This design comes from an exercise in tuning for small area on the open sky130 flow, not from production work. The RTL was checked by simulation tests, not by an equivalence proof against the original design. Power is estimated from default activity; no workload was simulated.

**flow/flow/run.sh**
```bash
#!/bin/bash
# Layout flow: the standard synthesis, then an area-oriented re-mapping of
# its combinational logic (flip-flops untouched, equivalence proven with Yosys;
# the standard netlist is used if anything fails), then the standard layout
# steps with these changes: port buffers use buf_1, and clock tree synthesis
# uses clkbuf_8 with smaller sink clusters and no dummy loads.
set -euo pipefail
HERE=$(pwd)
R=$HERE/orfs/results/$FLOW_PLATFORM/kbd_scan_react/base
LIB=$FLOW_HOME/platforms/$FLOW_PLATFORM/lib/sky130_fd_sc_hd__tt_025C_1v80.lib
YOSYS=$FLOW_HOME/../tools/install/yosys/bin/yosys
[ -x "$YOSYS" ] || YOSYS=yosys
export CTS_ARGS="-sink_clustering_enable -repair_clock_nets -dont_use_dummy_load -buf_list sky130_fd_sc_hd__clkbuf_8 -sink_clustering_size 20 -sink_clustering_max_diameter 50"
export BUFFER_PORTS_ARGS="-buffer_cell sky130_fd_sc_hd__buf_1"

bash standard.sh synth > standard_synth.log 2>&1
cp "$R/1_2_yosys.v" "$HERE/std_1_2_yosys.v"

DU=$(sed -n '/^export DONT_USE_CELLS/,/^#/p' "$FLOW_HOME/platforms/$FLOW_PLATFORM/config.mk" \
     | grep -o 'sky130_fd_sc_hd__[a-z0-9_]*' | sed 's/^/-dont_use /' | tr '\n' ' ')
sed -e "s#@LIB@#$LIB#g" -e "s#@IN@#$HERE/std_1_2_yosys.v#" -e "s#@OUT@#$HERE/resynth.v#" \
    -e "s#@ABC@#$HERE/flow/area.abc#" -e "s#@TOP@#$FLOW_TOP#g" -e "s#@DONTUSE@#$DU#" \
    -e "s#@STAT@#$HERE/resynth_stat.txt#" flow/resynth.ys > resynth.ys
sed -e "s#@LIB@#$LIB#g" -e "s#@GOLD@#$HERE/std_1_2_yosys.v#" -e "s#@GATE@#$HERE/resynth.v#" \
    -e "s#@TOP@#$FLOW_TOP#g" flow/equiv.ys > equiv.ys
sed -e "s#@LIB@#$LIB#g" -e "s#@GATE@#$HERE/resynth.v#" -e "s#@TOP@#$FLOW_TOP#g" flow/check.ys > check.ys
if "$YOSYS" -q -l resynth.log resynth.ys > /dev/null 2>&1 && \
   "$YOSYS" -q -l check.log check.ys > /dev/null 2>&1 && \
   "$YOSYS" -q -l equiv.log equiv.ys > /dev/null 2>&1; then
  cp "$HERE/resynth.v" "$R/1_2_yosys.v"
  rm -f "$R/1_synth.odb" "$R/1_synth.sdc"
  echo "using the re-mapped netlist" > netlist_choice.txt
else
  echo "re-mapping failed; using the standard netlist" > netlist_choice.txt
fi

bash standard.sh > standard.log 2>&1
```
**flow/flow/area.abc**
```
strash
&get -n
&deepsyn -J 100 -T 1200
&put
dch -f
amap
strash
dch -f
amap
topo
```
**flow/flow/check.ys**
```
# The re-mapped netlist holds only library cells, each pin driven once.
read_liberty -lib @LIB@
read_verilog @GATE@
hierarchy -check -top @TOP@
check -assert -mapped
```
**flow/flow/equiv.ys**
```
# Prove the re-mapped netlist equivalent to the standard synthesis.
read_liberty -ignore_miss_func @LIB@
read_verilog @GOLD@
rename @TOP@ gold
read_verilog @GATE@
rename @TOP@ gate
flatten gold gate
opt_clean
equiv_make gold gate equiv
hierarchy -top equiv
equiv_simple
equiv_induct
equiv_status -assert
```
**flow/flow/resynth.ys**
```
# Re-map the combinational logic of the standard synthesis for area. The
# flip-flops are kept as black boxes, so each keeps its name and cell type.
read_liberty -ignore_miss_func @LIB@
blackbox sky130_fd_sc_hd__df* sky130_fd_sc_hd__sdf* sky130_fd_sc_hd__edf* sky130_fd_sc_hd__dl* sky130_fd_sc_hd__conb_1
read_verilog @IN@
hierarchy -top @TOP@
flatten
opt -purge
abc -liberty @LIB@ @DONTUSE@ -script @ABC@
opt_clean -purge
setundef -zero
hilomap -singleton -hicell sky130_fd_sc_hd__conb_1 HI -locell sky130_fd_sc_hd__conb_1 LO
insbuf -buf sky130_fd_sc_hd__buf_4 A X
splitnets
opt_clean -purge

tee -o @STAT@ stat -liberty @LIB@
write_verilog -noattr -nohex -nodec @OUT@
```
**flow/standard.sh**
```bash
#!/bin/bash
# synth_recipe.tcl (not shown) runs the flow's synth.tcl, then flattens the netlist and writes it again
# the make line also repeats each setting of config.mk as NAME=value (left out here)
make -C /OpenROAD-flow-scripts/flow DESIGN_CONFIG=/design/flow/config.mk WORK_HOME=/design/flow/orfs CLKGATE_MAP_FILE= SYNTH_SCRIPT=/design/flow/synth_recipe.tcl "${@:-finish}"
```
**flow/config.mk**
```make
export PLATFORM = sky130hd
export DESIGN_NAME = kbd_scan_react
export DESIGN_NICKNAME = kbd_scan_react
export VERILOG_FILES = /design/flow/design.v
export SDC_FILE = /design/flow/constraint.sdc
export NUM_CORES = 8
export LEC_CHECK = 0
export CAP_MARGIN = 20
export CORE_MARGIN = 2
export CORE_UTILIZATION = 60
export PLACE_DENSITY = 0.75
export SLEW_MARGIN = 20
```
**flow/constraint.sdc**
```tcl
create_clock -name core_clock -period 14.0 [get_ports {clk}]
set_input_delay 2.8000 -clock core_clock [delete_from_list [all_inputs] [get_ports {clk}]]
set_output_delay 2.8000 -clock core_clock [all_outputs]
set_load 0.01 [all_outputs]
```
**flow/design.v**
```verilog
module kbd_scan_react (
    input  wire        clk,
    input  wire        rst,
    input  wire        cmd_valid,
    input  wire [7:0]  cmd,
    output wire        cmd_ready,
    output wire [7:0]  row_n,
    input  wire [7:0]  col_n,
    input  wire [31:0] rnd_data,
    output wire        rnd_take,
    output wire [17:0] ev,
    output wire        led_valid,
    output wire [23:0] led_data,
    output wire        draw_valid,
    output wire [1:0]  draw_sprite,
    output wire [2:0]  fault
);
    localparam [3:0] S_IDLE = 4'd0,  S_INIT = 4'd1,  S_SCAN = 4'd2,  S_DB   = 4'd3,
                     S_EP   = 4'd4,  S_LKM  = 4'd5,  S_KS   = 4'd6,  S_LT   = 4'd7,
                     S_LU   = 4'd8,  S_L0   = 4'd9,  S_L1   = 4'd10, S_LF   = 4'd11,
                     S_LM   = 4'd12, S_DT   = 4'd13;
    reg [3:0]  st;
    reg        run;       
    reg        h;         
    reg        t;         
    reg [5:0]  p;         
    reg        q_hi;      
    reg [2:0]  q_lo;
    reg [1:0]  mode;
    reg        c_hi;      
    reg [2:0]  c_lo;
    reg        seeded;
    reg        scanned;   
    reg        fresh;     
    reg [1:0]  dmode;     
    reg        sd;        
    reg [7:0]  ph;        
    reg        lz;
    reg [1:0]  sprite;
    reg        dz;
    reg        dv;
    reg        ev_v, ev_k;
    reg [2:0]  ev_r, ev_c;
    reg [1:0]  flt;       
    reg [63:0]  r_b, r_c0, r_c1, r_c2, r_c3;
    reg [71:0]  lr;
    reg [31:0]  dr;
    reg [7:0]   lc;
    wire halted  = |flt;
    wire p_last  = (p == 6'd63);
    wire p_half  = (p[4:0] == 5'd31);
    wire q_last  = q_hi && (q_lo == 3'd5);
    wire accept  = cmd_valid && (st == S_IDLE) && p_last;
    wire       hb = r_b[0];
    wire [3:0] hc = {r_c3[0], r_c2[0], r_c1[0], r_c0[0]};
    wire       evk = (hc == 4'd15);
    wire       sel_rot = (p[3] == h);
    wire       hs = scanned & ~col_n[p[2:0]];    
    wire       db_on = h && (p[3] == t);         
    reg        nb;
    reg [3:0]  nc;
    reg        pop_now;
    always @* begin
        nb = hb; nc = hc;
        pop_now = 1'b0;
        case (st)
        S_INIT: begin nb = 1'b0; nc = 4'd0; end
        S_DB:   if (db_on) begin
                    if (hs == hb) nc = 4'd0;
                    else if (hc == 4'd14) begin nb = hs; nc = 4'd15; end
                    else nc = hc + 4'd1;
                end
        S_EP:   if (sel_rot && evk && !ev_v) begin nc = 4'd0; pop_now = 1'b1; end
        default: ;
        endcase
    end
    wire [4:0] lf_  = lr[4:0];
    wire       lfl  = lr[5];
    wire       flsh = (dmode == 2'd1);
    wire [7:0] pw   = ph;
    wire       at_j   = (q_hi == c_hi) && (q_lo == c_lo);
    reg  [7:0] stepv;
    always @* begin
        case (dmode)
        2'd0:    stepv = !sd ? 8'd0 : (q_lo == 3'd2 || q_lo == 3'd5) ? 8'd22 : 8'd21;
        2'd2:    stepv = at_j ? 8'd245 : 8'd1;                   
        2'd3:    stepv = (q_lo == c_lo) ? 8'd251 : 8'd1;         
        default: stepv = 8'd0;
        endcase
    end
    wire       rg0  = pw < 8'd85;
    wire       rg1  = !rg0 && pw < 8'd170;
    wire       rg2  = !rg0 && !rg1;
    wire [7:0] x3   = pw + {pw[6:0], 1'b0} + {6'd0, rg2, rg1};
    wire [7:0] va   = flsh ? (lfl ? 8'd128 : 8'd255) : x3;
    wire [7:0] vb   = flsh ? 8'd255 : ~x3;
    wire [8:0] f10  = {lf_, 3'b000} + {3'b000, lf_, 1'b0};
    wire [9:0] da   = {2'b00, va} - {1'b0, f10};
    wire [9:0] db   = {2'b00, vb} - {1'b0, f10};
    wire [7:0] sa   = da[9] ? 8'd0 : da[7:0];
    wire [7:0] sb   = db[9] ? 8'd0 : db[7:0];
    reg  [7:0] cr, cg, cb;
    always @* begin
        if (flsh)     begin cr = sa;   cg = sa;   cb = sb;   end
        else if (rg0) begin cr = sb;   cg = 8'd0; cb = sa;   end
        else if (rg1) begin cr = 8'd0; cg = sa;   cb = sb;   end
        else          begin cr = sa;   cg = sb;   cb = 8'd0; end
    end
    wire dim = lfl ? (lf_[4] | lf_[3] | lf_[2] | (lf_[1] & lf_[0])) : lf_[4];
    wire       at_tw  = (q_hi != c_hi) && (q_lo == c_lo);
    wire [4:0] f_inc  = (&lf_) ? lf_ : lf_ + 5'd1;
    wire       rbow   = (mode == 2'd0);
    reg  [5:0] lin;
    reg        take_led;
    always @* begin
        lin = lr[5:0];
        take_led = 1'b0;
        case (st)
        S_INIT: lin = {lfl, 5'd31};
        S_LM:   if (run) lin = {lfl, 5'd31};
        S_LU:   if (run) begin
                    if (rbow) lin = {lfl, 5'd0};
                    else if (mode == 2'd1) begin
                        if (h && at_j && dim) begin
                            lin = {rnd_data[0], 5'd1};
                            take_led = 1'b1;
                        end else lin = {lfl, f_inc};
                    end else begin
                        if (at_j || (mode[0] && at_tw)) lin = {lfl, 5'd1};
                        else lin = {lfl, f_inc};
                    end
                end
        S_KS:   if (at_j) begin
                    if (mode == 2'd1) begin
                        lin = {rnd_data[0], 5'd0};
                        take_led = 1'b1;
                    end else lin = {lfl, 5'd0};
                end
        default: ;
        endcase
    end
    wire       rbit = rnd_data[~p[4:0]];
    wire [3:0] m5x  = {c_lo, rbit};
    reg  [2:0] m5n;
    always @* begin
        case (m5x)
        4'd0, 4'd5:  m5n = 3'd0;
        4'd1, 4'd6:  m5n = 3'd1;
        4'd2, 4'd7:  m5n = 3'd2;
        4'd3, 4'd8:  m5n = 3'd3;
        4'd4, 4'd9:  m5n = 3'd4;
        default:     m5n = 3'bxxx;
        endcase
    end
    wire [2:0] m3x  = {c_lo[1:0], rbit};          
    wire [1:0] m3n  = (m3x >= 3'd3) ? m3x[1:0] - 2'd3 : m3x[1:0];
    reg  [3:0] jx;
    always @* begin
        case ({m3n, rnd_data[1:0]})
        4'b00_00: jx = 4'h0;  4'b01_01: jx = 4'h1;  4'b10_10: jx = 4'h2;
        4'b00_11: jx = 4'h3;  4'b01_00: jx = 4'h4;  4'b10_01: jx = 4'h5;
        4'b00_10: jx = 4'h8;  4'b01_11: jx = 4'h9;  4'b10_00: jx = 4'ha;
        4'b00_01: jx = 4'hb;  4'b01_10: jx = 4'hc;  4'b10_11: jx = 4'hd;
        default:  jx = 4'bxxxx;
        endcase
    end
    wire       dbit = dz ? 1'b0 : dr[0];
    wire       dsum = dbit ^ h;
    wire [31:0] k400 = 32'd400;
    wire       deq  = t && (dsum == k400[p[4:0]]);
    wire       lbit = lz ? 1'b0 : lc[0];
    wire       lsum = lbit ^ h;
    wire [7:0] kk   = (mode == 2'd3) ? 8'd100 : 8'd10;
    wire       leq  = t && (lsum == kk[p[2:0]]);
    wire       lt_on = (p[5:3] == 3'd0);
    wire m12_on = (st == S_LKM || st == S_L1);
    assign cmd_ready   = (st == S_IDLE) && p_last;
    assign rnd_take    = (m12_on && p == 6'd31) || (st == S_L0 && p_last) || take_led;
    assign ev          = {ev_v, ev_k, 5'd0, ev_r, 5'd0, ev_c};
    assign fault       = {flt, 1'b0};
    assign draw_valid  = dv;
    assign draw_sprite = sprite;
    assign led_valid   = (st == S_LF) && run;
    assign led_data    = {cg, cr, cb};
    wire   row_on      = (st == S_SCAN) ? sel_rot : (st == S_DB) && db_on;
    wire [2:0] row_idx = {(st == S_SCAN) ? h : t, p[5:4]};
    assign row_n       = ~({7'd0, row_on} << row_idx);
    wire       cn_wrap = (c_lo == 3'd5);
    wire [1:0] sp_tog  = {sprite[0], ~sprite[0]};    
    always @(posedge clk) begin
        r_b  <= {nb,    r_b[63:1]};
        r_c0 <= {nc[0], r_c0[63:1]};
        r_c1 <= {nc[1], r_c1[63:1]};
        r_c2 <= {nc[2], r_c2[63:1]};
        r_c3 <= {nc[3], r_c3[63:1]};
        lr   <= {lin, lr[71:6]};
        dr   <= {(st == S_DT) ? dsum : dr[0], dr[31:1]};
        lc   <= {(st == S_LT && lt_on) ? lsum : lc[0], lc[7:1]};
    end
    task led_key;
        begin
            if (mode == 2'd1) begin
                c_lo <= 3'd0;
                st   <= S_LKM;
            end else if (mode == 2'd2) begin
                c_lo <= cn_wrap ? 3'd0 : c_lo + 3'd1;
                c_hi <= c_hi ^ cn_wrap;
                ph   <= ph;           
                st   <= S_KS;
            end else
                st <= S_IDLE;
        end
    endtask
    always @(posedge clk) begin
        if (rst) begin
            st <= S_INIT; run <= 1'b0; h <= 1'b0; t <= 1'b0;
            p <= 6'd0; q_hi <= 1'b0; q_lo <= 3'd0;
            mode <= 2'd0; c_hi <= 1'b0; c_lo <= 3'd0; lz <= 1'b1;
            seeded <= 1'b0; scanned <= 1'b0; fresh <= 1'b1; dmode <= 2'd0; sd <= 1'b0; ph <= 8'd0;
            sprite <= 2'd0; dz <= 1'b1; dv <= 1'b0;
            ev_v <= 1'b0; ev_k <= 1'b0; ev_r <= 3'd0; ev_c <= 3'd0; flt <= 2'd0;
        end else begin
            p  <= p + 6'd1;
            ph <= ph + stepv;
            q_lo <= (q_lo == 3'd5) ? 3'd0 : q_lo + 3'd1;
            if (q_lo == 3'd5) q_hi <= !q_hi;
            dv <= 1'b0;
            case (st)
            S_INIT: if (p_last) st <= S_IDLE;
            S_IDLE: if (accept && !halted) begin
                run <= 1'b0;
                h   <= 1'b0;
                t   <= 1'b0;
                case (cmd)
                8'h10: begin scanned <= 1'b1; st <= S_SCAN; end
                8'h20: st <= S_DB;
                8'h21: begin ev_v <= 1'b0; st <= S_EP; end
                8'h30: begin h <= 1'b1; t <= 1'b1; st <= S_LT; end
                8'h31: led_key;
                8'h32: st <= S_LF;
                8'h34, 8'h35, 8'h36, 8'h37: begin
                    mode <= cmd[1:0]; lz <= 1'b1;
                    if (cmd[1:0] == 2'd0) begin seeded <= 1'b1; fresh <= 1'b1; end
                    else begin
                        c_hi <= 1'b0; c_lo <= 3'd0;
                        dmode <= cmd[1:0]; st <= S_LM;
                    end
                end
                8'h40: begin h <= 1'b1; t <= 1'b1; st <= S_DT; end
                8'h41: begin sprite <= sp_tog; dz <= 1'b1; dv <= 1'b1; end
                default: flt[0] <= 1'b1;
                endcase
            end
            S_SCAN: if (p_last) begin
                h <= 1'b1;
                if (h) st <= S_IDLE;
            end
            S_DB: begin
                if (!h && evk) t <= 1'b1;
                if (p_last) begin
                    h <= 1'b1;
                    if (!h) begin
                        if (t || evk) begin flt[1] <= 1'b1; st <= S_IDLE; end
                        else t <= 1'b0;
                    end else if (!t) t <= 1'b1;
                    else st <= S_IDLE;
                end
            end
            S_EP: begin
                if (!ev_v) begin
                    if (p_last && h && !pop_now) begin
                        ev_k <= 1'b0; ev_r <= 3'd0; ev_c <= 3'd0;
                    end else begin
                        ev_k <= hb; ev_r <= {p[3], p[5:4]}; ev_c <= p[2:0];
                    end
                end
                if (pop_now) ev_v <= 1'b1;
                if (p_last) begin
                    h <= 1'b1;
                    if (h) begin
                        if (pop_now ? hb : (ev_v && ev_k)) begin
                            sprite <= sp_tog; dz <= 1'b1; dv <= 1'b1;
                            led_key;
                        end else st <= S_IDLE;
                    end
                end
            end
            S_LT: begin
                if (lt_on) begin
                    h <= lbit & h;
                    t <= leq;
                end
                if (p == 6'd7) begin
                    lz <= leq;
                    if (!leq) st <= S_IDLE;
                    else if (mode == 2'd1) begin
                        c_lo <= 3'd0; st <= S_L0;
                    end else begin
                        if (mode[1]) begin
                            c_lo <= cn_wrap ? 3'd0 : c_lo + 3'd1;
                            c_hi <= c_hi ^ cn_wrap;
                            ph   <= ph;       
                        end
                        st <= S_LU;
                    end
                end
            end
            S_L0: if (p[5]) begin
                c_lo <= m5n;
                if (p_last) begin
                    st <= S_LU;
                    if (m5n == 3'd0 && rnd_data[1:0] == 2'd0) begin
                        c_hi <= 1'b0; c_lo <= 3'd0; st <= S_L1;
                    end else h <= 1'b0;
                end
            end
            S_LKM, S_L1: begin
                c_lo[1:0] <= m3n;
                if (p == 6'd31) begin
                    c_hi <= jx[3]; c_lo <= jx[2:0];
                    h  <= 1'b1;
                    st <= (st == S_LKM) ? S_KS : S_LU;
                end
            end
            S_KS: if (at_j) begin
                if (mode == 2'd2) ph <= ph + stepv + 8'd1;    
                st <= S_IDLE;
            end
            S_LU, S_LF, S_LM: begin
                if (q_last) begin
                    run <= 1'b1;
                    if (run) begin
                        run <= 1'b0; st <= S_IDLE;
                        if (st == S_LU) begin
                            if (rbow) begin
                                fresh <= 1'b0; dmode <= 2'd0;
                                if (fresh) begin ph <= 8'd0; sd <= seeded; end
                                else ph <= ph + stepv + 8'd1;      
                            end else if (mode[1]) ph <= ph + stepv + 8'd1;    
                        end
                        if (st == S_LM) ph <= 8'd255;
                    end
                end
            end
            S_DT: begin
                h <= dbit & h;
                t <= deq;
                if (p_half) begin
                    dz <= 1'b0; st <= S_IDLE;
                    if (deq) begin sprite <= 2'd0; dv <= 1'b1; end
                end
            end
            default: st <= S_IDLE;
            endcase
        end
    end
endmodule
```
==> reports/qor.yml, run 1 <==
layout:
  drive_above_1_share: 0.0240
  final_cells: 1615
  antenna_cells: 0
  regArea_um2: 9690
  area_growth_pct: 7.64
  multi_input_area_um2: 3050
  fill_cells: 1745
  fin_nets: 1388
clock_network:
  cts-resized-gates: 0
  cts_hold_buf: 0
  tritoncts: "done"
  worstSkewPairLatency_ns: 0.61
  clockRootBuffer: "clkbuf_8"
  cts_setup_buffers: 0
  clk_pin_slew_ns: 0.11
  cts_htree_levels: 1
  cts_sinks: 484
  cts_max_path_buffers: 3
  cts_made_buffers: 31
worst_setup_path:
  cp_slowest_stage_delay_ns: 0.47
  arrival_ns: 5.00
  startpoint_type: "register"
  crit_path_max_fanout: 8
  worstPathRequired_ns: 11.20
  crit_top_cell: "nor2_1"
  crit_chain: "clkinv_1, a21oi_1, nor2_1, nor2_1, nor2_1, nor2b_1, nor2_1, nor2_1, nor2_1, o21ai_0, clkinv_1, o22ai_1, nand2_1, o21ai_0, nand2_1, o21ai_0, o22ai_1, a22oi_1, o22ai_1, o21a_1, nor2_1, clkinv_1, o22ai_1, buf_1"
  critPathKind: "register to output port"
  worst_setup_path_end_kind: "output port"
  worst_path_max_delay_cell: "dfxtp_1"
floorplan:
  die_width_um: 153
  die_area_um2: 23400
  rows: 54
  ios: 110
  die_h_um: 153
  coreArea_um2: 21800
  initial_core_util: 0.610
routing:
  ant_nets: 0
  vias: 8557
  route.detailed.drc: 0
  wl_per_cell_um: 15.1
  drt_iter0_markers: 638
  finalWirelength_um: 24500
  dr.pass1.iters: 5
  viasPerCell: 5.30
sta:
  rsz0062_at_grt: "no"
  setup_ws_ns: 6.20
  relSlewSlack: 0.465
  hold_viol: 0
  fin_worst_skew_ns: 0.0926
  tns_ns: 0
  holdWs_ns: 0.286
  fin_crit_ns: 7.80
  fin_crit_sh: 0.557
  max_freq_ghz: 0.128
  worst_pin_slew_ns: 0.796
  setup_viol: 0
  drv_slew: 0
global_routing:
  antenna_found_initial: 0
  first_global_vias: 7842
  grt_max_degree: 28
  grt.overflow.total: 0
  grt_pass1_wl_um: 39500
  grtUsageTotal: 0.206
run:
  cap_viol_max_count: 0
pwr:
  p_total_mw: 2.00
  power_density_nw_per_um2: 140
  p_leak_nw: 5.26
  ir_drop_v: 0.000118
place:
  dp.cells: 1584
  portBuffers: 98
  place.gp.congestion: 0.938
  pre_cts_ws_ns: 6.91
  place_hpwl_um: 17300
status:
  run_status: "finished clean"
hold_path:
  min_path_type: "register to register"
yosys:
  synthesis.area_um2: 13300
  avgSynthCellArea_um2: 10.9
  yosysWarnings: 1
  syn_inst: 1218
## placed cells by master, fill, tap and decap left out, drive strengths merged, types with 12 or more instances in the layout
cell      n
a211oi   12
a21oi    48
buf      99
clkbuf   31
clkinv  116
dfxtp   484
nand2    57
nand3    15
nor2    204
nor3     27
o21ai    66
o22ai    52
or2      14
## metrics by stage
stage / area, µm² / util
after global routing: 14300 / 0.656
after global placement: 13900 / 0.637
final: 14300 / 0.656
after CTS: 14300 / 0.656
after detailed placement: 13900 / 0.637
after floorplan: 13300 / -
## report_power, final
group | leakage (nW) | internal (mW) | total [mW] | switching [mW]
clock | 0.223 | 0.198 | 0.566 | 0.368
sequential | 3.92 | 1.40 | 1.40 | 0.00618
combinational | 1.12 | 0.0106 | 0.0335 | 0.0229
## sequential cells by signal, summed over array words and instances (netlist names), 3 cells and up
name	flops
dr	32
r_c1	64
q_lo	3
r_c2	64
st	4
p	6
r_c3	64
ev_c	3
c_lo	3
lr	72
ph	8
lc	8
ev_r	3
r_c0	64
r_b	64
## critical path: cells and delay by family (launching register included)
family | cells | cell delay [ns]
AND/OR/NAND/NOR | 10 | 1.22
flip-flops | 1 | 0.47
buffers and inverters | 4 | 0.69
AO/OA/AOI/OAI | 10 | 2.04
## final cells by class
class | instances | area share
flip-flops and latches | 484 | 0.676
multi-input cells | 605 | 0.213
inverters | 116 | 0.0304
clock buffers | 31 | 0.0298
repair buffers | 99 | 0.0262
well taps | 280 | 0.0245
## final timing paths
kind | endpoint | start | cells past startpoint | slack, ns
worst max-delay path | led_data[4] | ph[1] | 24 | 6.20
worst min-delay path | r_c1[13] | r_c1[14] | 0 | 0.29
worst max register to register | ph[3] | p[2] | 21 | 8.44
worst min register to register | r_c1[13] | r_c1[14] | 0 | 0.29
## per-layer routing
metal,global-route usage,share of wire
met4,0.0556,0.020
met1,0.318,0.50
met3,0.0292,0.063
met5,0,0
met2,0.308,0.42
==> inputs of run 2 (changes only) <==
--- a/flow/flow/run.sh
+++ b/flow/flow/run.sh
@@ -10,7 +10,7 @@
 LIB=$FLOW_HOME/platforms/$FLOW_PLATFORM/lib/sky130_fd_sc_hd__tt_025C_1v80.lib
 YOSYS=$FLOW_HOME/../tools/install/yosys/bin/yosys
 [ -x "$YOSYS" ] || YOSYS=yosys
-export CTS_ARGS="-sink_clustering_enable -repair_clock_nets -dont_use_dummy_load -buf_list sky130_fd_sc_hd__clkbuf_8 -sink_clustering_size 20 -sink_clustering_max_diameter 50"
+export CTS_ARGS="-sink_clustering_enable -repair_clock_nets -dont_use_dummy_load -buf_list sky130_fd_sc_hd__clkbuf_8 -sink_clustering_size 24 -sink_clustering_max_diameter 40"
 export BUFFER_PORTS_ARGS="-buffer_cell sky130_fd_sc_hd__buf_1"
 
 bash standard.sh synth > standard_synth.log 2>&1
==> flow/flow/area.abc (replaced) <==
strash
dch -f
amap
strash
dch -f
amap
topo
==> reports/qor.yml, run 2 <==
place:
  pre_cts_ws_ns: 5.93  # -0.982 ns
  portBuffers: 98  # unchanged
  place.gp.congestion: 0.945  # +0.79%
  place_hpwl_um: 20800  # +20%
  placed_cell_area_um2: 15000  # +8.0%
worst_setup_path:
  worst-path-buf-inv: 2  # -2
  worst_path_max_delay_cell: "o21ai_0"
  startpoint_type: "register"
  crit_top_cell: "nor2_1"
  critPathKind: "register to output port"
  worst_setup_path_end_kind: "output port"
  cp_slowest_stage_delay_ns: 0.63  # +0.16 ns
  cp_top_family: "compound AO/OA/AOI/OAI gates"
  crit_path_max_fanout: 9  # +1
  worstPathRequired_ns: 11.20  # about the same
  arrival_ns: 5.86  # +0.86 ns
clock_network:
  cts_sinks: 484  # unchanged
  cts_max_path_buffers: 3  # unchanged
  worstSkewPairLatency_ns: 0.60  # about the same
  cts_hold_buf: 0  # unchanged
  cts_setup_buffers: 0  # unchanged
  tritoncts: "done"
  cts-resized-gates: 0  # unchanged
  clk_pin_slew_ns: 0.12  # about the same
  clockRootBuffer: "clkbuf_8"
  cts_htree_levels: 2  # +1
  cts_made_buffers: 39  # +26%
floorplan:
  die_area_um2: 25100  # +7.5%
  coreArea_um2: 23500  # +7.6%
  ios: 110  # unchanged
  initial_core_util: 0.611  # +0.000873
  die_h_um: 159  # +3.7%
  die_width_um: 159  # +3.7%
  rows: 56  # +3.7%
layout:
  drive_above_1_share: 0.0292  # +0.00521
  regArea_um2: 9690  # unchanged
  layout_common_cells: "dfxtp_1, nor2_1, clkinv_1"
  top_register: "lr"
  final_area_um2: 15500  # +8.5%
  antenna_cells: 0  # unchanged
  fin_nets: 1595  # +15%
  fill_cells: 1857  # +6.4%
  final_util: 0.662  # +0.00570
  layout_commonest_cell: "dfxtp_1"
  area_growth_pct: 8.42
  largest_reg_flops: 72  # unchanged
  multi_input_area_um2: 4060  # +33%
global_routing:
  grt.overflow.total: 0  # unchanged
  antenna_found_initial: 0  # unchanged
  grt_pass1_wl_um: 46500  # +18%
  grt_max_degree: 46  # +64%
  first_global_vias: 9278  # +18%
  grtUsageTotal: 0.233  # +0.0272
sta:
  tns_ns: 0  # unchanged
  fin_worst_skew_ns: 0.116  # +0.0238 ns
  rsz0062_at_grt: "no"
  fin_crit_ns: 8.66  # +0.856 ns
  drv_slew: 0  # unchanged
  worst_pin_slew_ns: 0.945  # +0.149 ns
  holdWs_ns: 0.230  # -0.0557 ns
  setup_ws_ns: 5.34  # -0.856 ns
  max_freq_ghz: 0.116  # -9.9%
  hold_viol: 0  # unchanged
  setup_viol: 0  # unchanged
  fin_crit_sh: 0.618  # +0.0611
  relSlewSlack: 0.364  # -0.101
routing:
  wl_met3_um: 1660  # +8.3%
  met2_wirelength_um: 12600  # +23%
  top_layer: "met4"
  vias: 10100  # +18%
  drt_iter0_markers: 745  # +17%
  wl_per_cell_um: 15.7  # +3.7%
  finalWirelength_um: 29200  # +19%
  ant_nets: 0  # unchanged
  viasPerCell: 5.42  # +2.3%
  wl_met1_um: 14000  # +16%
  route.detailed.drc: 0  # unchanged
  dr.pass1.iters: 5  # unchanged
run:
  cap_viol_max_count: 0  # unchanged
hold_path:
  min_path_type: "register to register"
yosys:
  syn_inst: 1413  # +16%
  yosysWarnings: 1  # unchanged
  synthesis.area_um2: 14300  # +7.7%
  avgSynthCellArea_um2: 10.1  # -7.2%
status:
  run_status: "finished clean"
pwr:
  power_density_nw_per_um2: 181  # +29%
  p_leak_nw: 5.73  # +9.0%
  ir_drop_v: 0.000143  # +21%
-- run 2: power breakdown --
group / switching (mW) / internal (mW)
combinational: 0.205 / 0.0954
sequential: 0.112 / 1.77
clock: 0.382 / 0.249
total: 0.698 / 2.11
-- run 2: worst reg2reg max path: stages (launching register included) --
cell      delay, ns
dfxtp_1        0.51
clkinv_1       0.33
a221oi_1       0.32
o221ai_1       0.27
nor3_1         0.31
clkinv_1       0.19
o21ai_0        0.15
nor2_1         0.09
or2_0          0.26
nor2_1         0.10
a21oi_1        0.07
nor2_1         0.17
clkinv_1       0.15
or3_1          0.39
nor2_1         0.18
clkinv_1       0.13
nor2_1         0.29
clkinv_1       0.16
o21ai_0        0.30
nor3_1         0.09
nor4_1         0.38
a211oi_1       0.09
-- run 2: layout make-up --
cell class | count | area share
Clock buffer | 39 | 0.0345
Inverter | 119 | 0.0287
Multi-Input combinational cell | 797 | 0.261
Sequential cell | 484 | 0.624
Tap cell | 319 | 0.0257
Timing Repair Buffer | 103 | 0.0262
-- run 2: through the flow --
step,cells,total power [mW]
2_1_floorplan,1423,2.08
3_3_place_gp,1822,2.19
3_5_place_dp,1822,2.20
4_1_cts,1861,2.83
5_1_grt,1861,2.95
6_report,1861,2.81
-- run 2: layer usage --
layer | global-route usage | vias up
met2 | 0.371 | 361
met5 | 0 | -
li1 | - | 5061
met1 | 0.326 | 4603
met3 | 0.0389 | 65
met4 | 0.0785 | 0
-- run 2: worst paths after layout --
path | depth (start not counted) | start | to | slack (ns)
min | 0 | lr[71] | lr[65] | 0.23
max | 25 | ph[5] | led_data[2] | 5.34
min reg2reg | 0 | lr[71] | lr[65] | 0.23
max reg2reg | 21 | c_lo[0] | ph[5] | 8.83
==> inputs of run 3 (changes only) <==
--- a/flow/flow/run.sh
+++ b/flow/flow/run.sh
@@ -10,7 +10,7 @@
 LIB=$FLOW_HOME/platforms/$FLOW_PLATFORM/lib/sky130_fd_sc_hd__tt_025C_1v80.lib
 YOSYS=$FLOW_HOME/../tools/install/yosys/bin/yosys
 [ -x "$YOSYS" ] || YOSYS=yosys
-export CTS_ARGS="-sink_clustering_enable -repair_clock_nets -dont_use_dummy_load -buf_list sky130_fd_sc_hd__clkbuf_8 -sink_clustering_size 24 -sink_clustering_max_diameter 40"
+export CTS_ARGS="-sink_clustering_enable -repair_clock_nets -dont_use_dummy_load -buf_list {sky130_fd_sc_hd__clkbuf_8 sky130_fd_sc_hd__clkbuf_16} -root_buf sky130_fd_sc_hd__clkbuf_16 -sink_clustering_buffer sky130_fd_sc_hd__clkbuf_8 -sink_clustering_size 24 -sink_clustering_max_diameter 40"
 export BUFFER_PORTS_ARGS="-buffer_cell sky130_fd_sc_hd__buf_1"
 
 bash standard.sh synth > standard_synth.log 2>&1
==> reports/qor.yml, run 3 <==
global_routing:
  first_global_vias: 9305  # +0.29%
  grt_max_degree: 46  # unchanged
  grt_pass1_wl_um: 46800  # +0.79%
  grtUsageTotal: 0.235  # +0.00149
  antenna_found_initial: 0  # unchanged
  grt.overflow.total: 0  # unchanged
worst_setup_path:
  worstPathRequired_ns: 11.20  # about the same
  arrival_ns: 5.80  # -0.06 ns
  r2r_slack_ns: 8.84  # about the same
  crit_top_cell: "nor2_1"
  worst_path_max_delay_cell: "o21ai_0"
  crit_path_max_fanout: 9  # unchanged
  rr_endpoint: "ph[5]"
  worst_setup_path_end_kind: "output port"
  r2r-start: "c_lo[0]"
  reg2reg_depth: 21  # unchanged
  cp_slowest_stage_delay_ns: 0.63  # about the same
  worst-path-buf-inv: 2  # unchanged
  critPathKind: "register to output port"
  cp_top_family: "compound AO/OA/AOI/OAI gates"
  startpoint_type: "register"
layout:
  drive_above_1_share: 0.0292  # unchanged
  layout_commonest_cell: "dfxtp_1"
  antenna_cells: 0  # unchanged
  top_register: "lr"
  fill_cells: 1856  # -0.054%
  largest_reg_flops: 72  # unchanged
  fin_nets: 1595  # unchanged
  layout_common_cells: "dfxtp_1, nor2_1, clkinv_1"
  area_growth_pct: 8.82
status:
  run_status: "finished clean"
clock_network:
  worstSkewPairLatency_ns: 0.53  # -0.07 ns
  cts_sinks: 484  # unchanged
  clockRootBuffer: "clkbuf_16"
  cts_htree_levels: 2  # unchanged
  clk_pin_slew_ns: 0.12  # about the same
  tritoncts: "done"
  cts_max_path_buffers: 3  # unchanged
  cts-resized-gates: 0  # unchanged
  cts_setup_buffers: 0  # unchanged
  cts_made_buffers: 39  # unchanged
  cts_hold_buf: 0  # unchanged
routing:
  finalWirelength_um: 29400  # +0.65%
  drt_iter0_markers: 784  # +5.2%
  dr.pass1.iters: 5  # unchanged
  route.detailed.drc: 0  # unchanged
  viasPerCell: 5.43  # +0.13%
  ant_nets: 0  # unchanged
  vias: 10100  # +0.13%
  wl_per_cell_um: 15.8  # +0.65%
floorplan:
  rows: 56  # unchanged
  die_width_um: 159  # unchanged
  coreArea_um2: 23500  # unchanged
  die_h_um: 159  # unchanged
  die_area_um2: 25100  # unchanged
  initial_core_util: 0.611  # unchanged
  ios: 110  # unchanged
sta:
  hold_viol: 0  # unchanged
  drv_slew: 0  # unchanged
  fin_worst_skew_ns: 0.101  # -0.0151 ns
  relSlewSlack: 0.353  # -0.0111
  setup_ws_ns: 5.40  # +0.0529 ns
  setup_viol: 0  # unchanged
  max_freq_ghz: 0.116  # +0.61%
  holdWs_ns: 0.238  # +0.00754 ns
  fin_crit_sh: 0.615  # -0.00378
  worst_pin_slew_ns: 0.961  # +0.0164 ns
  fin_crit_ns: 8.60  # -0.0529 ns
  tns_ns: 0  # unchanged
  rsz0062_at_grt: "no"
hold_path:
  min_path_type: "register to register"
  hold_depth: 0  # unchanged
  hold_end: "lr[65]"
  min-delay-start: "lr[71]"
yosys:
  synthesis.area_um2: 14300  # unchanged
  syn_inst: 1413  # unchanged
  yosysWarnings: 1  # unchanged
  avgSynthCellArea_um2: 10.1  # unchanged
pwr:
  ir_drop_v: 0.000143  # about the same
  p_leak_nw: 5.76  # +0.45%
  power_density_nw_per_um2: 183  # +0.97%
place:
  place.gp.congestion: 0.945  # unchanged
  pre_cts_ws_ns: 5.93  # unchanged
  portBuffers: 98  # unchanged
  place_hpwl_um: 20800  # unchanged
run:
  cap_viol_max_count: 0  # unchanged
-- run 3: how the worst max path moves through the flow --
stage / cells after the start / end / start / slack [ns]
global placement: 25 / led_data[1] / ph[5] / 6.15
floorplan: 24 / led_data[10] / ph[5] / 7.04
CTS: 25 / led_data[2] / ph[5] / 5.42
finish: 25 / led_data[2] / ph[5] / 5.40
global route: 25 / led_data[2] / ph[5] / 4.73
detailed placement: 25 / led_data[2] / ph[5] / 5.93
-- run 3: stage by stage --
step | utilization | power, mW | std cells | area (µm²)
final | 0.664 | 2.85 | 1861 | 15600
after global routing | 0.664 | 2.99 | 1861 | 15600
after CTS | 0.664 | 2.87 | 1861 | 15600
after detailed placement | 0.639 | 2.20 | 1822 | 15000
after global placement | 0.639 | 2.19 | 1822 | 15000
after floorplan | - | 2.08 | 1423 | 14400
-- run 3: final cells by class --
| class | count | area [µm²] | area share |
|---|---|---|---|
| Timing Repair Buffer | 103 | 407 | 0.0261 |
| Clock buffer | 39 | 593 | 0.0380 |
| Multi-Input combinational cell | 797 | 4060 | 0.260 |
| Sequential cell | 484 | 9690 | 0.621 |
| Tap cell | 319 | 399 | 0.0256 |
| Inverter | 119 | 447 | 0.0286 |
-- run 3: per-layer routing --
| metal | vias up | GRT usage | wire [µm] |
|---|---|---|---|
| met5 | - | 0 | 0 |
| met4 | 0 | 0.0832 | 880 |
| met3 | 57 | 0.0332 | 1760 |
| met2 | 371 | 0.374 | 12800 |
| met1 | 4605 | 0.330 | 14000 |
| li1 | 5070 | - | - |
-- run 3: where the power goes --
part / switching, mW / internal [mW]
registers: 0.112 / 1.77
clock network: 0.386 / 0.282
logic: 0.206 / 0.0954
==> inputs of run 4 (changes only) <==
--- a/flow/design.v
+++ b/flow/design.v
@@ -213,7 +213,7 @@
     endtask
     always @(posedge clk) begin
         if (rst) begin
-            st <= S_INIT; run <= 1'b0; h <= 1'b0; t <= 1'b0;
+            st <= S_INIT;
             p <= 6'd0; q_hi <= 1'b0; q_lo <= 3'd0;
             mode <= 2'd0; c_hi <= 1'b0; c_lo <= 3'd0; lz <= 1'b1;
             seeded <= 1'b0; scanned <= 1'b0; fresh <= 1'b1; dmode <= 2'd0; sd <= 1'b0; ph <= 8'd0;
--- a/flow/flow/run.sh
+++ b/flow/flow/run.sh
@@ -10,7 +10,7 @@
 LIB=$FLOW_HOME/platforms/$FLOW_PLATFORM/lib/sky130_fd_sc_hd__tt_025C_1v80.lib
 YOSYS=$FLOW_HOME/../tools/install/yosys/bin/yosys
 [ -x "$YOSYS" ] || YOSYS=yosys
-export CTS_ARGS="-sink_clustering_enable -repair_clock_nets -dont_use_dummy_load -buf_list {sky130_fd_sc_hd__clkbuf_8 sky130_fd_sc_hd__clkbuf_16} -root_buf sky130_fd_sc_hd__clkbuf_16 -sink_clustering_buffer sky130_fd_sc_hd__clkbuf_8 -sink_clustering_size 24 -sink_clustering_max_diameter 40"
+export CTS_ARGS="-sink_clustering_enable -repair_clock_nets -dont_use_dummy_load -buf_list sky130_fd_sc_hd__clkbuf_8 -sink_clustering_size 20 -sink_clustering_max_diameter 70"
 export BUFFER_PORTS_ARGS="-buffer_cell sky130_fd_sc_hd__buf_1"
 
 bash standard.sh synth > standard_synth.log 2>&1
==> reports/qor.yml, run 4 <==
routing:
  dr.pass1.iters: 5  # unchanged
  route.detailed.drc: 0  # unchanged
  top_layer: "met4"
  finalWirelength_um: 29700  # +1.2%
  ant_nets: 0  # unchanged
  wl_per_cell_um: 16.1  # +1.9%
  viasPerCell: 5.47  # +0.75%
  met2_wirelength_um: 13300  # +3.8%
  drt_iter0_markers: 863  # +10%
  wl_met1_um: 13600  # -2.8%
  vias: 10100  # +0.049%
  wl_met3_um: 2070  # +18%
layout:
  layout_common_cells: "dfxtp_1, nor2_1, clkinv_1"
  multi_input_area_um2: 4030  # -0.86%
  drive_above_1_share: 0.0216  # -0.00760
  area_growth_pct: 7.35
  fin_nets: 1582  # -0.82%
  largest_reg_flops: 72  # unchanged
  antenna_cells: 0  # unchanged
  top_register: "lr"
  regArea_um2: 9720  # +0.31%
  fill_cells: 1869  # +0.70%
  layout_commonest_cell: "dfxtp_1"
pwr:
  intPower_mw: 2.11  # -1.5%
  clockPowerShare: 0.193  # -0.041
  combPwrFrac: 0.137  # +0.031
  power.switching_mw: 0.776  # +10%
  p_leak_nw: 5.69  # -1.3%
  p_sw_frac: 0.269  # +0.0218
  p_total_mw: 2.89  # +1.4%
  power_density_nw_per_um2: 188  # +2.6%
  power_frac_seq: 0.670  # +0.010
  ir_drop_v: 0.000112  # -22%
floorplan:
  rows: 56  # unchanged
  initial_core_util: 0.612  # +0.00107
  coreArea_um2: 23500  # unchanged
  die_width_um: 159  # about the same
  ios: 110  # unchanged
  die_area_um2: 25200  # +0.17%
  die_h_um: 159  # about the same
clock_network:
  cts_hold_buf: 0  # unchanged
  clockRootBuffer: "clkbuf_8"
  cts_made_buffers: 29  # -26%
  cts-resized-gates: 0  # unchanged
  cts_max_path_buffers: 3  # unchanged
  cts_htree_levels: 1  # -1
  cts_sinks: 484  # unchanged
  cts_setup_buffers: 0  # unchanged
  worstSkewPairLatency_ns: 0.59  # +0.06 ns
  clk_pin_slew_ns: 0.11  # about the same
  tritoncts: "done"
sta:
  fin_crit_sh: 0.615  # about the same
  worst_pin_slew_ns: 0.972  # +0.0111 ns
  drv_slew: 0  # unchanged
  relSlewSlack: 0.347  # -0.00563
  rsz0062_at_grt: "no"
  tns_ns: 0  # unchanged
  fin_worst_skew_ns: 0.0710  # -0.0303 ns
  hold_viol: 0  # unchanged
  fin_crit_ns: 8.61  # +0.00683 ns
  setup_viol: 0  # unchanged
  max_freq_ghz: 0.116  # about the same
global_routing:
  first_global_vias: 9050  # -2.7%
  antenna_found_initial: 0  # unchanged
  grtUsageTotal: 0.232  # -0.00253
  grt_max_degree: 45  # -2.2%
  grt_pass1_wl_um: 46300  # -1.1%
  grt.overflow.total: 0  # unchanged
worst_setup_path:
  worst_path_max_delay_cell: "a211oi_1"
  cp_top_family: "compound AO/OA/AOI/OAI gates"
  arrival_ns: 5.81  # about the same
  worstPathRequired_ns: 11.20  # about the same
  cp_slowest_stage_delay_ns: 0.47  # -0.16 ns
  crit_path_max_fanout: 10  # +1
  crit_top_cell: "nor2_1"
  worst_setup_path_end_kind: "output port"
  startpoint_type: "register"
  critPathKind: "register to output port"
  worst-path-buf-inv: 3  # +1
place:
  place.gp.congestion: 0.963  # +1.9%
  place_hpwl_um: 20800  # +0.28%
  portBuffers: 98  # unchanged
yosys:
  syn_inst: 1412  # -0.071%
  avgSynthCellArea_um2: 10.2  # +0.25%
  synthesis.area_um2: 14400  # +0.17%
  yosysWarnings: 1  # unchanged
hold_path:
  min_path_type: "register to register"
run:
  cap_viol_max_count: 0  # unchanged
status:
  run_status: "finished clean"
## run 4: per-layer routing
metal	vias up	GRT usage
met1	4588	0.321
met5	-	0
met2	391	0.377
li1	5061	-
met4	0	0.0708
met3	68	0.0389
## run 4: power by group through the flow
| stage | registers, mW | clock network [mW] | logic, mW |
|---|---|---|---|
| floorplan | 1.91 | 0 | 0.289 |
| global placement | 1.96 | 0 | 0.385 |
| detailed placement | 1.96 | 0 | 0.385 |
| CTS | 1.95 | 0.577 | 0.387 |
| global route | 1.98 | 0.623 | 0.442 |
| finish | 1.94 | 0.558 | 0.395 |
## run 4: layout make-up
cell class | count | share of cell area
repair buffers | 101 | 0.0254
flip-flops and latches | 484 | 0.631
clock buffers | 29 | 0.0259
inverters | 127 | 0.0309
multi-input cells | 788 | 0.261
well taps | 319 | 0.0259
## run 4: worst paths after layout
check	startpoint	to	slack, ns	depth (start not counted)
hold reg to reg	r_b[59]	r_b[58]	0.33	0
setup reg to reg	p[0]	ph[2]	8.54	20
setup / recovery	ph[5]	led_data[1]	5.39	27
hold / removal	r_b[59]	r_b[58]	0.33	0
## run 4: through the flow
step	worst slack [ns]	instances	utilization	hold WS [ns]	cell area [µm²]
after detailed placement	6.10	1819	0.640	0.312	15000
after global placement	6.34	1819	0.640	0.311	15000
after floorplan	7.06	1422	-	0.310	14400
final	5.39	1848	0.657	0.328	15400
after CTS	5.49	1848	0.657	0.321	15400
after global routing	4.65	1848	0.657	0.327	15400
==> inputs of run 5 (changes only) <==
==> flow/flow/run.sh (replaced) <==
#!/bin/bash
# Layout flow: the standard synthesis, then an area-oriented re-mapping of
# its combinational logic with ABC (four random seeds of &deepsyn, the
# smallest result kept; flip-flops untouched; the result is proven equivalent
# to the standard netlist with Yosys, and the standard netlist is used if
# anything fails), then the standard layout steps with these changes:
# port buffers use buf_1, and clock tree synthesis uses clkbuf_8 with sink
# clusters of at most 20 flip-flops and no dummy loads.
set -euo pipefail
HERE=$(pwd)
R=$HERE/orfs/results/$FLOW_PLATFORM/kbd_scan_react/base
LIB=$FLOW_HOME/platforms/$FLOW_PLATFORM/lib/sky130_fd_sc_hd__tt_025C_1v80.lib
YOSYS=$FLOW_HOME/../tools/install/yosys/bin/yosys
[ -x "$YOSYS" ] || YOSYS=yosys
export CTS_ARGS="-sink_clustering_enable -repair_clock_nets -dont_use_dummy_load -buf_list sky130_fd_sc_hd__clkbuf_8 -sink_clustering_size 20 -sink_clustering_max_diameter 70"
export BUFFER_PORTS_ARGS="-buffer_cell sky130_fd_sc_hd__buf_1"

bash standard.sh synth > standard_synth.log 2>&1
cp "$R/1_2_yosys.v" "$HERE/std_1_2_yosys.v"

DU=$(sed -n '/^export DONT_USE_CELLS/,/^#/p' "$FLOW_HOME/platforms/$FLOW_PLATFORM/config.mk" \
     | grep -o 'sky130_fd_sc_hd__[a-z0-9_]*' | sed 's/^/-dont_use /' | tr '\n' ' ')
best=""; best_area=""
for S in 0 1 2 3; do
  sed -e "s#@SEED@#$S#" flow/area.abc > "area$S.abc"
  sed -e "s#@LIB@#$LIB#g" -e "s#@IN@#$HERE/std_1_2_yosys.v#" -e "s#@OUT@#$HERE/resynth$S.v#" \
      -e "s#@ABC@#$HERE/area$S.abc#" -e "s#@TOP@#$FLOW_TOP#g" -e "s#@DONTUSE@#$DU#" \
      -e "s#@STAT@#$HERE/resynth_stat$S.txt#" flow/resynth.ys > "resynth$S.ys"
  "$YOSYS" -q -l "resynth$S.log" "resynth$S.ys" > /dev/null 2>&1 &
done
wait || true
for S in 0 1 2 3; do
  a=$(grep -o "Chip area for module .*: [0-9.]*" "resynth_stat$S.txt" 2>/dev/null | awk '{print $NF}' || true)
  [ -n "$a" ] || continue
  if [ -z "$best" ] || awk "BEGIN{exit !($a < $best_area)}"; then best=$S; best_area=$a; fi
done
echo "seed areas:" $(grep -ho "Chip area for module .*: [0-9.]*" resynth_stat*.txt | awk '{print $NF}') "kept seed $best" > resynth_choice.txt

ok=0
if [ -n "$best" ]; then
  cp "resynth$best.v" resynth.v
  sed -e "s#@LIB@#$LIB#g" -e "s#@GOLD@#$HERE/std_1_2_yosys.v#" -e "s#@GATE@#$HERE/resynth.v#" \
      -e "s#@TOP@#$FLOW_TOP#g" flow/equiv.ys > equiv.ys
  sed -e "s#@LIB@#$LIB#g" -e "s#@GATE@#$HERE/resynth.v#" -e "s#@TOP@#$FLOW_TOP#g" flow/check.ys > check.ys
  if "$YOSYS" -q -l check.log check.ys > /dev/null 2>&1 && \
     "$YOSYS" -q -l equiv.log equiv.ys > /dev/null 2>&1; then ok=1; fi
fi
if [ $ok = 1 ]; then
  cp "$HERE/resynth.v" "$R/1_2_yosys.v"
  rm -f "$R/1_synth.odb" "$R/1_synth.sdc"
  echo "using the re-mapped netlist" > netlist_choice.txt
else
  echo "re-mapping failed; using the standard netlist" > netlist_choice.txt
fi

bash standard.sh > standard.log 2>&1
==> flow/flow/area.abc (replaced) <==
strash
&get -n
&deepsyn -J 100 -T 1200 -S @SEED@
&put
dch -f
amap
strash
dch -f
amap
topo
==> reports/qor.yml, run 5 <==
clock_network:
  clk_pin_slew_ns: 0.12  # about the same
  cts_sinks: 484  # unchanged
  clockRootBuffer: "clkbuf_8"
  cts_setup_buffers: 0  # unchanged
  cts-resized-gates: 0  # unchanged
  worstSkewPairLatency_ns: 0.58  # about the same
  tritoncts: "done"
  cts_max_path_buffers: 3  # unchanged
  cts_hold_buf: 0  # unchanged
  cts_made_buffers: 28  # -3.4%
  cts_htree_levels: 1  # unchanged
routing:
  finalWirelength_um: 24200  # -19%
  wl_per_cell_um: 15.3  # -5.1%
  vias: 8309  # -18%
  viasPerCell: 5.24  # -4.2%
  ant_nets: 0  # unchanged
  drt_iter0_markers: 503  # -42%
  route.detailed.drc: 0  # unchanged
  dr.pass1.iters: 5  # unchanged
pwr:
  power_frac_seq: 0.694  # +0.024
  ir_drop_v: 0.000116  # +3.9%
  clockPowerShare: 0.270  # +0.077
  p_sw_frac: 0.205  # -0.0636
  p_leak_nw: 5.31  # -6.6%
  power_density_nw_per_um2: 140  # -25%
  power.switching_mw: 0.409  # -47%
  intPower_mw: 1.58  # -25%
  combPwrFrac: 0.035  # -0.102
yosys:
  syn_inst: 1190  # -16%
  avgSynthCellArea_um2: 11.2  # +9.7%
  synthesis.area_um2: 13300  # -7.5%
  yosysWarnings: 1  # unchanged
global_routing:
  grt_max_degree: 28  # -38%
  grt.overflow.total: 0  # unchanged
  first_global_vias: 7630  # -16%
  antenna_found_initial: 0  # unchanged
  grt_pass1_wl_um: 38900  # -16%
  grtUsageTotal: 0.204  # -0.0283
floorplan:
  initial_core_util: 0.610  # -0.00143
  coreArea_um2: 21800  # -7.3%
  ios: 110  # unchanged
  die_h_um: 153  # -3.7%
  rows: 54  # -3.6%
  die_width_um: 153  # -3.7%
  die_area_um2: 23300  # -7.3%
sta:
  rsz0062_at_grt: "no"
  worst_pin_slew_ns: 1.08  # +0.109 ns
  fin_crit_sh: 0.574  # -0.0413
  tns_ns: 0  # unchanged
  drv_slew: 0  # unchanged
  relSlewSlack: 0.261  # -0.0863
  setup_viol: 0  # unchanged
  setup_ws_ns: 5.97  # +0.579 ns
  fin_worst_skew_ns: 0.0516  # -0.0194 ns
  fin_crit_ns: 8.03  # -0.579 ns
  max_freq_ghz: 0.124  # +7.2%
  hold_viol: 0  # unchanged
layout:
  top_register: "lr"
  layout_common_cells: "dfxtp_1, nor2_1, clkinv_1"
  final_area_um2: 14300  # -7.5%
  drive_above_1_share: 0.0230  # +0.00141
  area_growth_pct: 7.41  # about the same
  fin_nets: 1358  # -14%
  final_cells: 1585  # -14%
  antenna_cells: 0  # unchanged
  layout_commonest_cell: "dfxtp_1"
  largest_reg_flops: 72  # unchanged
  final_util: 0.655  # -0.00116
status:
  run_status: "finished clean"
run:
  cap_viol_max_count: 0  # unchanged
hold_path:
  min_path_type: "register to register"
worst_setup_path:
  startpoint_type: "register"
  worst_setup_path_end_kind: "output port"
  endpoint: "led_data[20]"
  worstPathRequired_ns: 11.20  # about the same
  critPathKind: "register to output port"
  arrival_ns: 5.23  # -0.58 ns
  r2r_slack_ns: 8.58  # +0.04 ns
  crit_path_max_fanout: 8  # -2
  crit_path_start: "ph[4]"
  r2r-start: "p[1]"
  rr_endpoint: "ph[5]"
  reg2reg_depth: 22  # +10%
place:
  place.gp.congestion: 0.880  # -8.6%
  pre_cts_ws_ns: 6.71  # +0.616 ns
  placed_cell_area_um2: 13900  # -7.6%
  dp.cells: 1557  # -14%
  portBuffers: 98  # unchanged
  place_hpwl_um: 17300  # -17%
## run 5: per-stage QoR
stage / hold slack (ns) / total power [mW]
after floorplan: 0.310 / 1.47
after global placement: 0.310 / 1.48
after detailed placement: 0.312 / 1.48
after CTS: 0.306 / 2.01
after global routing: 0.313 / 2.07
final: 0.305 / 1.99
## run 5: layout make-up
class	instances	area (µm²)
Multi-Input combinational cell	588	3030
Inverter	105	394
Clock buffer	28	385
Fill cell	1732	7500
Timing Repair Buffer	100	383
Tap cell	280	350
Sequential cell	484	9720
## run 5: how the worst min path moves through the flow
| stage | end | slack [ns] | cells past startpoint | startpoint |
|---|---|---|---|---|
| after floorplan | dr[0] | 0.31 | 0 | dr[1] |
| after global placement | lr[48] | 0.31 | 0 | lr[54] |
| after detailed placement | dr[23] | 0.31 | 0 | dr[24] |
| after CTS | dr[1] | 0.31 | 0 | dr[2] |
| after global routing | dr[1] | 0.31 | 0 | dr[2] |
| final | dr[1] | 0.31 | 0 | dr[2] |
## run 5: metal layers
layer / track usage / vias to the layer above / routed length, µm
met4: 0.0551 / 0 / 525
li1: - / 4215 / -
met5: 0 / - / 0
met1: 0.299 / 3849 / 11700
met2: 0.320 / 209 / 10800
met3: 0.0316 / 36 / 1170
## run 5: worst max-delay path, stage by stage, from the launching register on
cell      delay [ns]
dfxtp_1         0.46
clkinv_1        0.19
nor2_1          0.19
nor2_1          0.05
o21ai_0         0.31
and2_0          0.22
nor2_1          0.07
nor2_1          0.14
nor2_1          0.08
o21ai_0         0.35
nor2_1          0.10
a21oi_1         0.26
clkinv_1        0.16
a22oi_1         0.22
nor2_1          0.10
nor2_1          0.15
nand2_1         0.09
o21ai_0         0.13
nand2_1         0.11
nand2_1         0.09
nand2_1         0.07
a31oi_1         0.34
or2_0           0.47
o22ai_1         0.18
buf_1           0.15
## run 5: power groups by stage
stage	sequential (mW)	clock [mW]	combinational, mW
after floorplan	1.42	0	0.0515
after global placement	1.42	0	0.0677
after detailed placement	1.42	0	0.0686
after CTS	1.38	0.560	0.0689
after global routing	1.39	0.603	0.0789
final	1.38	0.539	0.0700
==> inputs of run 6 (changes only) <==
--- a/flow/flow/run.sh
+++ b/flow/flow/run.sh
@@ -1,6 +1,6 @@
 #!/bin/bash
 # Layout flow: the standard synthesis, then an area-oriented re-mapping of
-# its combinational logic with ABC (four random seeds of &deepsyn, the
+# its combinational logic with ABC (eight random seeds of &deepsyn, the
 # smallest result kept; flip-flops untouched; the result is proven equivalent
 # to the standard netlist with Yosys, and the standard netlist is used if
 # anything fails), then the standard layout steps with these changes:
@@ -21,7 +21,7 @@
 DU=$(sed -n '/^export DONT_USE_CELLS/,/^#/p' "$FLOW_HOME/platforms/$FLOW_PLATFORM/config.mk" \
      | grep -o 'sky130_fd_sc_hd__[a-z0-9_]*' | sed 's/^/-dont_use /' | tr '\n' ' ')
 best=""; best_area=""
-for S in 0 1 2 3; do
+for S in 0 1 2 3 4 5 6 7 8 9 10 11 12 13 14 15; do
   sed -e "s#@SEED@#$S#" flow/area.abc > "area$S.abc"
   sed -e "s#@LIB@#$LIB#g" -e "s#@IN@#$HERE/std_1_2_yosys.v#" -e "s#@OUT@#$HERE/resynth$S.v#" \
       -e "s#@ABC@#$HERE/area$S.abc#" -e "s#@TOP@#$FLOW_TOP#g" -e "s#@DONTUSE@#$DU#" \
@@ -29,7 +29,7 @@
   "$YOSYS" -q -l "resynth$S.log" "resynth$S.ys" > /dev/null 2>&1 &
 done
 wait || true
-for S in 0 1 2 3; do
+for S in 0 1 2 3 4 5 6 7 8 9 10 11 12 13 14 15; do
   a=$(grep -o "Chip area for module .*: [0-9.]*" "resynth_stat$S.txt" 2>/dev/null | awk '{print $NF}' || true)
   [ -n "$a" ] || continue
   if [ -z "$best" ] || awk "BEGIN{exit !($a < $best_area)}"; then best=$S; best_area=$a; fi
==> reports/qor.yml, run 6 <==
status:
  run_status: "finished clean"
sta:
  hold_viol: 0  # unchanged
  fin_crit_ns: 8.32  # +0.288 ns
  setup_viol: 0  # unchanged
  rsz0062_at_grt: "no"
  worst_pin_slew_ns: 1.04  # -0.0368 ns
  max_freq_ghz: 0.120  # -3.5%
  fin_crit_sh: 0.594  # +0.0206
  relSlewSlack: 0.297  # +0.0368
  fin_worst_skew_ns: 0.0773  # +0.0257 ns
  tns_ns: 0  # unchanged
  drv_slew: 0  # unchanged
worst_setup_path:
  arrival_ns: 5.52  # +0.29 ns
  crit_top_cell: "clkinv_1"
  worstPathRequired_ns: 11.20  # about the same
  startpoint_type: "register"
  critPathKind: "register to output port"
  crit_path_max_fanout: 7  # -1
  worst_setup_path_end_kind: "output port"
  r2r_slack_ns: 8.47  # -0.11 ns
  worst_path_max_delay_cell: "dfxtp_1"
  cp_slowest_stage_delay_ns: 0.44  # -0.03 ns
yosys:
  syn_inst: 1202  # +1.0%
  avgSynthCellArea_um2: 11.0  # -1.0%
  synthesis.area_um2: 13300  # about the same
  yosysWarnings: 1  # unchanged
clock_network:
  cts-resized-gates: 0  # unchanged
  cts_made_buffers: 29  # +3.6%
  cts_htree_levels: 1  # unchanged
  cts_sinks: 484  # unchanged
  clk_pin_slew_ns: 0.10  # -0.02 ns
  cts_setup_buffers: 0  # unchanged
  cts_hold_buf: 0  # unchanged
  cts_max_path_buffers: 3  # unchanged
  tritoncts: "done"
  worstSkewPairLatency_ns: 0.60  # +0.02 ns
  clockRootBuffer: "clkbuf_8"
layout:
  layout_common_cells: "dfxtp_1, nor2_1, clkinv_1"
  regArea_um2: 9720  # unchanged
  top_register: "lr"
  antenna_cells: 0  # unchanged
  area_growth_pct: 7.51  # about the same
  multi_input_area_um2: 2960  # -2.4%
  drive_above_1_share: 0.0235  # +0.000532
  fill_cells: 1692  # -2.3%
  fin_nets: 1371  # +0.96%
  largest_reg_flops: 72  # unchanged
  layout_commonest_cell: "dfxtp_1"
run:
  cap_viol_max_count: 0  # unchanged
floorplan:
  initial_core_util: 0.610  # about the same
  die_area_um2: 23300  # about the same
  die_width_um: 153  # about the same
  coreArea_um2: 21800  # unchanged
  die_h_um: 153  # about the same
  rows: 54  # unchanged
  ios: 110  # unchanged
pwr:
  combPwrFrac: 0.017  # -0.018
  power_frac_seq: 0.707  # +0.013
  p_sw_frac: 0.196  # -0.00922
  p_leak_nw: 5.23  # -1.5%
  ir_drop_v: 0.000104  # -10%
  intPower_mw: 1.59  # +0.36%
  power_density_nw_per_um2: 139  # -0.87%
  p_total_mw: 1.98  # -0.79%
  power.switching_mw: 0.387  # -5.2%
  clockPowerShare: 0.276  # +0.006
hold_path:
  min_path_type: "register to register"
global_routing:
  grtUsageTotal: 0.199  # -0.00541
  antenna_found_initial: 1  # +1
  grt.overflow.total: 0  # unchanged
  grt_pass1_wl_um: 38200  # -1.8%
  grt_max_degree: 30  # +7.1%
  first_global_vias: 7676  # +0.60%
routing:
  vias: 8381  # +0.87%
  viasPerCell: 5.24  # about the same
  finalWirelength_um: 23700  # -2.0%
  dr.pass1.iters: 6  # +1
  wl_per_cell_um: 14.8  # -2.8%
  ant_nets: 0  # unchanged
  route.detailed.drc: 0  # unchanged
  drt_iter0_markers: 623  # +24%
place:
  portBuffers: 98  # unchanged
  place_hpwl_um: 16800  # -2.7%
  place.gp.congestion: 0.963  # +9.4%
## run 6: changes by cell type in the layout (fill, tap and decap cells not counted), sizes merged, moves of 5 or more
cell / change
clkinv: +19
o22ai: +9
a211oi: -5
nand2: +9
o221ai: +6
o21ai: -7
a21oi: -9
## run 6: critical path, delay by kind of cell (launching register included)
kind / cells / cell delay [ns]
AO/OA/AOI/OAI: 9 / 1.60
buffers and inverters: 11 / 1.48
AND/OR/NAND/NOR: 11 / 1.47
flip-flops: 1 / 0.44
## run 6: metal layers
layer / global-route usage / routed length, µm
met1: 0.292 / 11500
met2: 0.298 / 10100
met3: 0.0421 / 1480
met4: 0.0591 / 608
met5: 0 / 0
## run 6: area by class of cell
class / instances / area share
Sequential cell: 484 / 0.681
Multi-Input combinational cell: 581 / 0.207
Inverter: 124 / 0.0326
Clock buffer: 29 / 0.0280
Timing Repair Buffer: 100 / 0.0268
Tap cell: 280 / 0.0245
## run 6: path summary, 6_finish.rpt
path | end | start | cells past startpoint
worst min register to register | r_c3[8] | r_c3[9] | 0
worst max-delay path | led_data[2] | ph[3] | 31
worst min-delay path | r_c3[8] | r_c3[9] | 0
worst max register to register | ph[7] | p[0] | 23
## run 6: power groups by stage
stage                     Sequential [mW]  Clock (mW)  Combinational, mW
after floorplan                      1.43           0             0.0205
after global placement               1.43           0             0.0313
after detailed placement             1.43           0             0.0321
after CTS                            1.40       0.567             0.0322
after global routing                 1.40       0.611             0.0363
final                                1.40       0.547             0.0329
## run 6: metrics by stage
| step | hold slack (ns) | utilization | worst slack, ns | cell area, µm² | cells |
|---|---|---|---|---|---|
| global route | 0.282 | 0.656 | 4.99 | 14300 | 1598 |
| floorplan | 0.310 | - | 7.11 | 13300 | 1212 |
| CTS | 0.277 | 0.656 | 5.71 | 14300 | 1598 |
| global placement | 0.310 | 0.638 | 6.53 | 13900 | 1569 |
| detailed placement | 0.312 | 0.638 | 6.34 | 13900 | 1569 |
| finish | 0.278 | 0.656 | 5.68 | 14300 | 1598 |

==> port drivers added, routing unchanged <==
In the flow no input, the clock included, has a driving cell. The finished layouts below were timed again as built, in two steps.
Step 1 sets driving cells, clkbuf_16 on the clock port and buf_2 on the other inputs (assumed; they add their load-dependent delay and slew).
Step 2 moves the port delays by t, midway between the first and last clock arrival at a register: inputs arrive t later, outputs are due t later. That takes back most of the time a late clock gives input paths.
Slacks: no drivers / after step 1 / after step 2; pairs: no drivers / after step 1.
| run | t, ns | setup slack, ns | latest minus earliest clock arrival (ns) |
|---|---|---|---|
| run 1 | 0.609 | 6.198 / 6.155 / 6.764 | 0.093 / 0.093 |
| run 2 | 0.580 | 5.342 / 5.302 / 5.882 | 0.116 / 0.116 |
| run 3 | 0.528 | 5.395 / 5.348 / 5.877 | 0.101 / 0.101 |
| run 4 | 0.596 | 5.388 / 5.342 / 5.938 | 0.071 / 0.072 |
| run 5 | 0.596 | 5.967 / 5.925 / 6.521 | 0.058 / 0.058 |
| run 6 | 0.595 | 5.679 / 5.641 / 6.235 | 0.077 / 0.077 |
After both steps every run listed still meets setup and hold.
